This is an optimization exercise on Yosys and OpenROAD, whose aim is small area, a short achievable clock period and few clock cycles, not a production implementation.
RTL that was checked went through simulation tests only; none was proved equivalent to the original.
Function not checked in run 2: the RTL went through the layout flow alone.
Power and IR drop assume default switching activity.

===== flow/run.sh =====
#!/bin/bash
# synth_recipe.tcl (not shown) runs the flow's synth.tcl, then flattens the netlist and writes it again
# the make line also repeats each setting of config.mk as NAME=value (left out here)
make -C /OpenROAD-flow-scripts/flow DESIGN_CONFIG=/design/flow/config.mk WORK_HOME=/design/flow/orfs CLKGATE_MAP_FILE= SYNTH_SCRIPT=/design/flow/synth_recipe.tcl finish

===== flow/config.mk =====
export PLATFORM = sky130hd
export DESIGN_NAME = s88_scanner
export DESIGN_NICKNAME = s88_scanner
export VERILOG_FILES = /design/flow/design.v
export SDC_FILE = /design/flow/constraint.sdc
export NUM_CORES = 4
export LEC_CHECK = 0
export CAP_MARGIN = 20
export CORE_MARGIN = 2
export CORE_UTILIZATION = 40
export SLEW_MARGIN = 20

===== flow/constraint.sdc =====
create_clock -name core_clock -period 10.0 [get_ports {clk}]
set_input_delay 2.0000 -clock core_clock [delete_from_list [all_inputs] [get_ports {clk}]]
set_output_delay 2.0000 -clock core_clock [all_outputs]
set_load 0.01 [all_outputs]

===== flow/design.v =====
module s88_scanner (
    input  wire        clk,
    input  wire        rst,           
    input  wire        cmd_valid,
    input  wire        cmd_enable,
    input  wire [7:0]  cmd_mc,
    output wire        cmd_ready,
    output wire        req_valid,
    output wire        req_start,
    output wire [5:0]  req_want,
    input  wire        bat_valid,
    input  wire [31:0] bat_value,
    input  wire [5:0]  bat_n,
    output reg         ev_valid,
    output reg  [7:0]  ev_addr,
    output reg  [1:0]  ev_state,
    input  wire        ev_ready
);
    localparam MODULE_COUNT_MAX = 16;
    localparam CAP = MODULE_COUNT_MAX * 8;      
    localparam ST_UNKNOWN = 2'd0;
    localparam ST_LOW     = 2'd1;
    localparam ST_HIGH    = 2'd2;
    reg [1:0]  regst [0:CAP-1];                 
    reg        enabled;
    reg [7:0]  input_count;                     
    reg [7:0]  scan_index;                      
    reg        busy;                            
    reg [31:0] bits;                            
    reg [5:0]  take;                            
    reg [5:0]  k;                               
    reg        partial;                         
    wire [7:0] remaining = input_count - scan_index;
    assign req_want  = (remaining > 8'd32) ? 6'd32 : remaining[5:0];
    assign req_start = (scan_index == 8'd0);
    assign req_valid = enabled && !busy && !cmd_valid;    
    assign cmd_ready = !busy;
    wire [5:0] n_clip = (bat_n > 6'd32) ? 6'd32 : bat_n;
    wire [5:0] take_w = (n_clip < req_want) ? n_clip : req_want;
    wire [31:0] justified = (n_clip == 6'd0) ? 32'd0 : (bat_value >> (6'd32 - n_clip));
    wire       slot_free = !ev_valid || ev_ready;
    wire [1:0] new_st    = bits[k[4:0]] ? ST_HIGH : ST_LOW;
    wire [1:0] old_st    = regst[scan_index[6:0]];
    wire       last_bit  = (k + 6'd1 == take);
    wire       cycle_end = partial || (scan_index + 8'd1 >= input_count);
    integer i;
    always @(posedge clk) begin
        if (rst) begin
            enabled     <= 1'b0;
            input_count <= 8'd8;
            scan_index  <= 8'd0;
            busy        <= 1'b0;
            bits        <= 32'd0;
            take        <= 6'd0;
            k           <= 6'd0;
            partial     <= 1'b0;
            ev_valid    <= 1'b0;
            ev_addr     <= 8'd0;
            ev_state    <= ST_UNKNOWN;
        end else begin
            if (ev_valid && ev_ready)
                ev_valid <= 1'b0;
            if (!busy) begin
                if (cmd_valid) begin
                    if (cmd_enable) begin
                        if (!enabled && cmd_mc >= 8'd1 && cmd_mc <= MODULE_COUNT_MAX) begin
                            for (i = 0; i < CAP; i = i + 1)
                                regst[i] <= ST_UNKNOWN;
                            input_count <= {cmd_mc[4:0], 3'b000};
                            scan_index  <= 8'd0;
                            enabled     <= 1'b1;
                        end
                    end else begin
                        enabled <= 1'b0;
                    end
                end else if (req_valid && bat_valid) begin
                    bits    <= justified;
                    take    <= take_w;
                    partial <= (n_clip < 6'd32);
                    k       <= 6'd0;
                    if (take_w == 6'd0) begin
                        scan_index <= 8'd0;
                    end else begin
                        busy <= 1'b1;
                    end
                end
            end else if (slot_free) begin
                if (new_st != old_st) begin
                    regst[scan_index[6:0]] <= new_st;
                    ev_valid <= 1'b1;
                    ev_addr  <= scan_index + 8'd1;
                    ev_state <= new_st;
                end
                k <= k + 6'd1;
                if (last_bit) begin
                    busy <= 1'b0;
                    scan_index <= cycle_end ? 8'd0 : scan_index + 8'd1;
                end else begin
                    scan_index <= scan_index + 8'd1;
                end
            end
        end
    end
endmodule

==> impl_metrics.tcl, run 1 <==
set metrics [dict create \
    p_int_mw 2.43 \
    clock_skew_ns 0.0226 \
    avgSynthCellArea_um2 10.9 \
    end_kind "output pin" \
    hold_end "bits[3]" \
    cts.sinks 334 \
    setup_viol 0 \
    die_area_mm2 0.0457 \
    slew_headroom_pct 24.4 \
    leakagePower_nw 6.51 \
    fmax_ghz 0.163 \
    antenna_left 0 \
    yosysSeqAreaShare_pct 52.5 \
    worst_slew_pin_slew_ns 1.13 \
    layout.nets 1686 \
    final_cell_mix "nor2_1, edfxtp_1, o21ai_0" \
    status "complete, no violations" \
    finalMaxSlewViolations 0 \
    htreeDepth 2 \
    synth.largest_area_cell "edfxtp_1" \
    ir_worst_vdd_v 0.000112 \
    dp_hpwl_mm 30.6 \
    io_pins 72 \
    worstSkewPairLatency_ns 0.55 \
    drive_gt1_share_pct 10.5 \
    crit_type "flip-flop to output pin" \
    drt_iter0_drc 1065 \
    rsz0062_at_grt "false" \
    hold_viol 0 \
    whs_path_depth 2 \
    tns_ns 0 \
    grt_max_degree 112 \
    seq_area_mm2 0.00926 \
    postSynth.asyncResetShare_pct 0 \
    yosys_warnings 1 \
    crit_fanout 10 \
    synth_top_area_share_pct 43.7 \
    pre_cts_ws_ns 4.36 \
    holdWs_ns 0.460 \
    cellPowerDensity_mw_per_mm2 154 \
    final_cell_area_mm2 0.0201 \
    cts_tree "done" \
    wl_per_cell_um 20.9 \
    yosys_most_used_dff "edfxtp_1" \
    clockBufferDepth 3 \
    cp-startpoint "scan_index[3]" \
    ys_types 62 \
    power.share.combinational_pct 5.3 \
    p_switching_mw 0.669 \
    final.min_clock_period_ns 6.14 \
    grt_use_total_pct 20.4 \
    cp.arrival_ns 4.14 \
    wl_mm 46.6 \
    fillers 3926 \
    synth_edf_count 256 \
    r2r_cells 19 \
    layout_commonest_cell "nor2_1" \
    vias 12800 \
    overflow 0 \
    multiInputGateArea_mm2 0.00784 \
    antenna_cells 0 \
    placed_area_mm2 0.0188 \
    clkPwrFrac_pct 46.9 \
    clkSlewWorstSetupHoldPaths_ns 0.06 \
    cts_buffers 37 \
    swShare_pct 21.6 \
    p_seq_share_pct 47.7 \
    synthCells 1614 \
    critPathRequiredTime_ns 8.00 \
    ctsHoldBuffers 0 \
    fin_crit_sh_pct 61.4 \
    grt_pass1_wl_mm 72.1 \
    worst_slack_ns 3.86 \
    core_area_mm2 0.0433 \
    max-cap-violations 0 \
    die_h_um 214 \
    numPortBuffers 71 \
    r2r-start "scan_index[3]" \
    drtPass1Iterations 7 \
    post_cts_buffers 0 \
    cts-root-buf "clkbuf_16" \
    die_w_um 214 \
    post-route-drc-count 0 \
    via_per_inst 5.76 \
    grt_pass1_vias 12800 \
    min_path_type "flip-flop to flip-flop" \
    rows 76 \
    start_util_pct 40.7 \
    reg2reg_slack_ns 4.38 \
    hold_path.startpoint "bits[3]" \
    synthTopCellsByArea "edfxtp_1, mux4_2, dfxtp_1" \
    start_kind "flip-flop" \
    gp_congestion 0.844 \
    antenna_found_initial 0 \
    cts_resized 0 \
    yosys_register_bits 334 \
    finalPower_mw 3.10 \
    syn_to_final_growth_pct 13.9 \
    syn_area_mm2 0.0176 \
]
## Yosys cell counts, types with 4 or more instances
cell type,number
nor2_1,358
edfxtp_1,256
o21ai_0,164
mux2i_1,122
nand2_1,92
clkbuf_1,83
dfxtp_1,78
mux4_2,73
a21oi_1,51
buf_2,33
a22oi_1,29
nand3_1,23
inv_1,22
nor3_1,20
ha_1,19
or3_1,13
nand4_1,12
nor2b_1,12
xnor2_1,12
o211ai_1,11
a211oi_1,9
o2111ai_1,9
xor2_1,9
buf_4,8
a31oi_1,7
nand2b_1,7
o22ai_1,7
a21o_1,5
and2_1,5
nand3b_1,5
nor3b_1,5
o21a_1,5
a222oi_1,4
buf_1,4
o311a_1,4
## kinds of logic (layout without fill, tap and decap cells)
family,Yosys count,in the layout,share of synthesized area [%]
mux,201,201,16.8
simple gates,563,563,13.5
xor+xnor,21,21,1.04
compound gates,324,324,11.0
fa+ha+maj,19,19,1.35
buf+inv,152,181,3.73
flops,334,334,52.5
## layout make-up
| cell class | count | share of cell area [%] |
|---|---|---|
| Clock buffer | 50 | 5.12 |
| Tap cell | 585 | 3.65 |
| Multi-Input combinational cell | 1128 | 39.1 |
| Clock inverter | 17 | 1.29 |
| Inverter | 22 | 0.412 |
| Sequential cell | 334 | 46.1 |
| Timing Repair Buffer | 92 | 4.30 |
## flip-flops by register name, indices dropped and copies added (netlist names), 2 cells and up, named ones only
signal and count:
ev_addr 8, take 6, k 6, bits 32, ev_state 2, input_count 5
scan_index 8, regst 256
## worst max-delay path by stage
| stage | to |
|---|---|
| 2_1_floorplan | flip-flop |
| 3_3_place_gp | scan_index[3] |
| 3_5_place_dp | scan_index[3] |
| 4_1_cts | req_want[2] |
| 5_1_grt | req_want[2] |
| 6_report | req_want[2] |
## metal layers
| layer | vias up | share of wire, % | global-route usage (%) |
|---|---|---|---|
| met5 | - | 0 | 0 |
| met3 | 96 | 6.3 | 3.79 |
| met4 | 0 | 3.0 | 6.78 |
| met2 | 413 | 49 | 34.8 |
| met1 | 6363 | 42 | 26.2 |
| li1 | 5951 | - | - |
## critical path, cell delays in order (launching register included)
cell and delay, ns:
dfxtp_1 0.53, inv_1 0.22, ha_1 0.47, nor4b_1 0.36, o31a_1 0.22, mux2i_1 0.10, nor3_1 0.17, o21a_1 0.28
inv_1 0.17, nor3_1 0.44, clkdlybuf4s50_1 0.63
## stage by stage
| step | utilization, % | cells |
|---|---|---|
| after global placement | 43.4 | 2161 |
| after floorplan | - | 1614 |
| after CTS | 46.4 | 2228 |
| after detailed placement | 43.4 | 2161 |
| after global routing | 46.4 | 2228 |
| final | 46.4 | 2228 |
## power by group through the flow
| stage | Clock [mW] | Sequential (mW) | Combinational (mW) |
|---|---|---|---|
| 4_1_cts | 1.47 | 1.48 | 0.165 |
| 6_report | 1.45 | 1.48 | 0.166 |
| 3_3_place_gp | 0 | 1.51 | 0.164 |
| 5_1_grt | 1.52 | 1.48 | 0.180 |
| 3_5_place_dp | 0 | 1.51 | 0.165 |
| 2_1_floorplan | 0 | 1.51 | 0.110 |
Testbench counts, summed over its fixed seeds: cycles 316,621.
==> inputs of run 2 (changes only) <==
==> flow/design.v (replaced) <==
module s88_scanner (
    input  wire        clk,
    input  wire        rst,           
    input  wire        cmd_valid,
    input  wire        cmd_enable,
    input  wire [7:0]  cmd_mc,
    output wire        cmd_ready,
    output wire        req_valid,
    output wire        req_start,
    output wire [5:0]  req_want,
    input  wire        bat_valid,
    input  wire [31:0] bat_value,
    input  wire [5:0]  bat_n,
    output reg         ev_valid,
    output reg  [7:0]  ev_addr,
    output wire [1:0]  ev_state,
    input  wire        ev_ready
);
    reg [31:0] w0, w1, w2, w3;
    reg [1:0]  ph;
    reg [7:0]  hw;                  
    reg        enabled;
    reg [3:0]  mcm;                 
    reg [1:0]  pq;                  
    reg        vld;                 
    reg [31:0] v;                   
    reg [5:0]  take;
    reg [4:0]  sh;                  
    reg        ev_st;               
    assign ev_state = {ev_st, ~ev_st};
    wire [1:0] lastw = mcm[3:2];
    wire       want_full = (pq != lastw);
    wire [5:0] want = want_full ? 6'd32 : {3'd1 + {1'b0, mcm[1:0]}, 3'b000};
    assign req_start = (pq == 2'd0);
    assign req_want  = want;
    wire       work = vld && (sh == 5'd0);
    wire [31:0] x = v ^ w0;
    wire       unk_word = (hw[7:5] == {1'b0, ph});
    reg  [31:0] m;
    integer j;
    always @* begin
        for (j = 0; j < 32; j = j + 1)
            m[j] = work && (j < take) && ((unk_word && (j >= hw[4:0])) || x[j]);
    end
    reg  [31:0] pre;                
    reg  [31:0] lo;
    reg  [4:0]  idx;
    always @* begin
        pre[0] = 1'b0;
        for (j = 1; j < 32; j = j + 1)
            pre[j] = pre[j-1] | m[j-1];
        lo = m & ~pre;
        idx = 5'd0;
        for (j = 0; j < 32; j = j + 1)
            if (lo[j]) idx = idx | j[4:0];
    end
    wire any   = |m;
    wire multi = |(m & pre);
    wire lo_v  = |(lo & v);
    wire lo_unk = unk_word && (idx >= hw[4:0]);
    wire slot  = !ev_valid || ev_ready;
    wire emit  = any && slot;
    wire done  = work && (!any || (!multi && slot));
    wire done_r = work && (!any || (!multi && !ev_valid));
    assign req_valid = enabled && (vld ? (done_r && (ph + 2'd1 == pq)) : (ph == pq));
    assign cmd_ready = !vld;
    wire acc = req_valid && bat_valid;
    wire rot = done || (!vld && (ph != pq));
    wire [31:0] hn = w0 ^ (lo & x & {32{slot}});
    wire [5:0] take_w = (bat_n >= want) ? want : bat_n;
    wire       part_w = !bat_n[5];                  
    wire       ce_w   = part_w || !want_full;
    always @(posedge clk) begin
        if (rot) begin
            w0 <= w1; w1 <= w2; w2 <= w3; w3 <= hn;
        end else begin
            w0 <= hn;
        end
    end
    always @(posedge clk) begin
        if (acc) begin
            v    <= bat_value;
            take <= take_w;
            sh   <= (part_w && bat_n[4:0] != 5'd0) ? (5'd0 - bat_n[4:0]) : 5'd0;
        end else if (vld && sh != 5'd0) begin
            v  <= {1'b0, v[31:1]};
            sh <= sh - 5'd1;
        end
        if (emit) begin
            ev_addr <= {1'b0, ph, idx} + 8'd1;
            ev_st   <= lo_v;
        end
    end
    always @(posedge clk) begin
        if (rst) begin
            enabled  <= 1'b0;
            vld      <= 1'b0;
            ev_valid <= 1'b0;
        end else begin
            if (slot)
                ev_valid <= any;
            if (emit && lo_unk)
                hw <= hw + 8'd1;
            if (rot)
                ph <= ph + 2'd1;
            if (acc) begin
                vld <= 1'b1;
                pq  <= ce_w ? 2'd0 : pq + 2'd1;
            end else if (done) begin
                vld <= 1'b0;
            end
            if (cmd_valid && cmd_ready) begin
                if (cmd_enable) begin
                    if (!enabled && cmd_mc >= 8'd1 && cmd_mc <= 8'd16) begin
                        enabled <= 1'b1;
                        mcm     <= cmd_mc[3:0] - 4'd1;
                        hw      <= 8'd0;
                        pq      <= 2'd0;
                        ph      <= 2'd0;
                    end
                end else begin
                    enabled <= 1'b0;
                end
            end
        end
    end
endmodule
==> run 2 against run 1 <==
  * Still clean on timing, DRC and antenna
  * Via count down 37%
  * Non-clock buffer count down 8
  * Wire length down 33%
  * Critical path type unchanged
  * Largest power group unchanged
==> impl_metrics.tcl, run 2 <==
set metrics [dict create \
    core_area_mm2 0.0271 \
    min_path_type "flip-flop to flip-flop" \
    worstSkewPairLatency_ns 0.45 \
    wl_per_cell_um 22.5 \
    synth_top_area_share_pct 44.4 \
    antenna_left 0 \
    io_pins 72 \
    final.min_clock_period_ns 7.76 \
    cp.arrival_ns 5.76 \
    via_per_inst 5.75 \
    drtPass1Iterations 5 \
    drt_iter0_drc 777 \
    worst_slew_pin_slew_ns 1.07 \
    layout_commonest_cell "edfxtp_1" \
    met2_usage_pct 34.6 \
    die_w_um 171 \
    clockBufferDepth 2 \
    critPathRequiredTime_ns 8.00 \
    yosys-top-cells-count "edfxtp_1, nand2_1, nor2_1" \
    numPortBuffers 68 \
    grt_pass1_wl_mm 48.0 \
    tns_ns 0 \
    end_kind "output pin" \
    cts_buffers 17 \
    finalCoreUtilization_pct 46.9 \
    rows 60 \
    clkSlewWorstSetupHoldPaths_ns 0.08 \
    finalPower_mw 2.64 \
    crit_top_cell "a21o_1" \
    yosys_register_bits 199 \
    max-cap-violations 0 \
    slowest_stage "nor3_2" \
    fin_crit_sh_pct 77.6 \
    die_area_mm2 0.0291 \
    finalMaxSlewViolations 0 \
    grt_use_met3_pct 3.45 \
    synth.largest_area_cell "edfxtp_1" \
    path_cells "inv_1 > ha_1 > o21bai_1 > a2bb2oi_1 > o211ai_1 > nand4_1 > nor3_2 > a21boi_0 > or4_1 > nor4_4 > a21o_1 > a21o_1 > clkdlybuf4s50_1" \
    grt_pass1_vias 7867 \
    cp_slowest_stage_delay_ns 0.84 \
    fmax_ghz 0.129 \
    dp_cells 1363 \
    synthCells 957 \
    setup_viol 0 \
    yosys_most_used_dff "edfxtp_1" \
    final_cell_mix "edfxtp_1, clkdlybuf4s50_1, nand2_1" \
    synthTopCellsByArea "edfxtp_1, dfxtp_1, mux2_2" \
    cts_resized 0 \
    dp_hpwl_mm 23.3 \
    leakagePower_nw 4.82 \
    grt_busiest_layer "met2" \
    cts-root-buf "clkbuf_16" \
    placed_area_mm2 0.0121 \
    met1_usage_pct 30.7 \
    synth_edf_count 164 \
    stdcell_count 1395 \
    antenna_cells 0 \
    crit_fanout 16 \
    synth.most_common_cell "edfxtp_1" \
    hold_viol 0 \
    cp_num_buf_inv 2 \
    antenna_found_initial 0 \
    postSynth.asyncResetShare_pct 0 \
    avgSynthCellArea_um2 11.6 \
    die_h_um 171 \
    htreeDepth 4 \
    grt_max_degree 57 \
    overflow 0 \
    wl_mm 31.4 \
    start_kind "flip-flop" \
    cellPowerDensity_mw_per_mm2 208 \
    cpLargestDelayFamily "simple AND/OR/NAND/NOR gates" \
    crit_type "flip-flop to output pin" \
    syn_to_final_growth_pct 14.6 \
    grt_use_total_pct 22.1 \
    clock_skew_ns 0.0205 \
    layout.nets 1084 \
    cts.sinks 199 \
    drive_gt1_share_pct 15.6 \
    ir_worst_vdd_v 0.000136 \
    post_cts_buffers 0 \
    start_util_pct 40.9 \
    rsz0062_at_grt "false" \
    slew_headroom_pct 28.2 \
    final_cell_area_mm2 0.0127 \
    cts_tree "done" \
    vias 8025 \
    yosys_warnings 1 \
    syn_area_mm2 0.0111 \
    post-route-drc-count 0 \
    ctsHoldBuffers 0 \
    gp_congestion 0.940 \
    yosysSeqAreaShare_pct 50.7 \
    ys_types 85 \
    status "complete, no violations" \
]
run 2: cell types whose count changed after synthesis, moves of 21 or more:
cell / change
clkbuf_1: -59
mux2_2: +53
edfxtp_1: -92
mux4_2: -73
nand2_1: -30
xnor2_1: +21
nor2_1: -300
mux2i_1: -113
mux2_4: +28
a21oi_1: -31
a22oi_1: -26
o21ai_0: -141
dfxtp_1: -43
run 2: cell families (layout without fill, tap and decap cells):
logic type / Yosys count / count (layout) / share of synthesized area (%)
xor+xnor: 57 / 57 / 4.50
simple gates: 313 / 313 / 15.3
other cells: 1 / 3 / 0.0338
mux: 99 / 99 / 10.9
fa+ha+maj: 23 / 23 / 2.57
flops: 199 / 199 / 50.7
compound gates: 178 / 178 / 12.2
buf+inv: 87 / 151 / 3.71
run 2: path summary, 6_finish.rpt:
path,start,cells past startpoint,slack [ns],end
setup reg to reg,ph[1],19,2.97,hw[6]
hold reg to reg,w2[18],0,0.42,w1[18]
hold / removal,w2[18],0,0.42,w1[18]
setup / recovery,hw[1],13,2.24,req_valid
run 2: cell type report:
type                            instances  area [um2]
Tap cell                              372         465
Multi-Input combinational cell        673        5090
Timing Repair Buffer                   84         801
Clock inverter                         15         170
Sequential cell                       199        5630
Inverter                               35         133
Fill cell                            2509       14400
Clock buffer                           17         425
run 2: report_power, final:
group          total, mW  switching (mW)  leakage, nW  internal, mW
Clock              0.694           0.355        0.293         0.339
Sequential          1.40           0.117         1.89          1.28
Combinational      0.551           0.314         2.63         0.237
Total               2.64           0.786         4.82          1.86
run 2: through the flow:
step           hold WS, ns  setup slack [ns]
6_report             0.418              2.24
5_1_grt              0.415              1.81
4_1_cts              0.411              2.29
3_5_place_dp         0.405              2.79
3_3_place_gp         0.401              2.86
2_1_floorplan        0.400              3.90
run 2: layer usage:
metal | up-vias | share of wire [%]
met5 | - | 0
met4 | 0 | 3.3
met3 | 63 | 4.8
met2 | 269 | 46
met1 | 3890 | 46
li1 | 3803 | -

-- afterwards: timing with drivers on the ports --
Ports are ideal in the flow. The routed layouts listed here were re-timed in OpenROAD. Step 1: set_driving_cell puts a clkbuf_16 on clk and a buf_2 on each other input, an assumption about the parent block. Step 2 also shifts input and output timing later by t, the mid clock arrival at the registers, as if the neighbouring blocks saw the same clock. Slacks: ideal ports / drivers / drivers and shift; pairs: ideal ports / drivers.
| run | t, ns | setup WS [ns] | hold WS [ns] |
|---|---|---|---|
| run 1 | 0.591 | 3.860 / 3.806 / 4.244 | 0.460 / 0.460 / 0.460 |
| run 2 | 0.486 | 2.238 / 2.190 / 2.676 | 0.418 / 0.418 / 0.418 |
After both steps setup and hold are still met in every run listed.
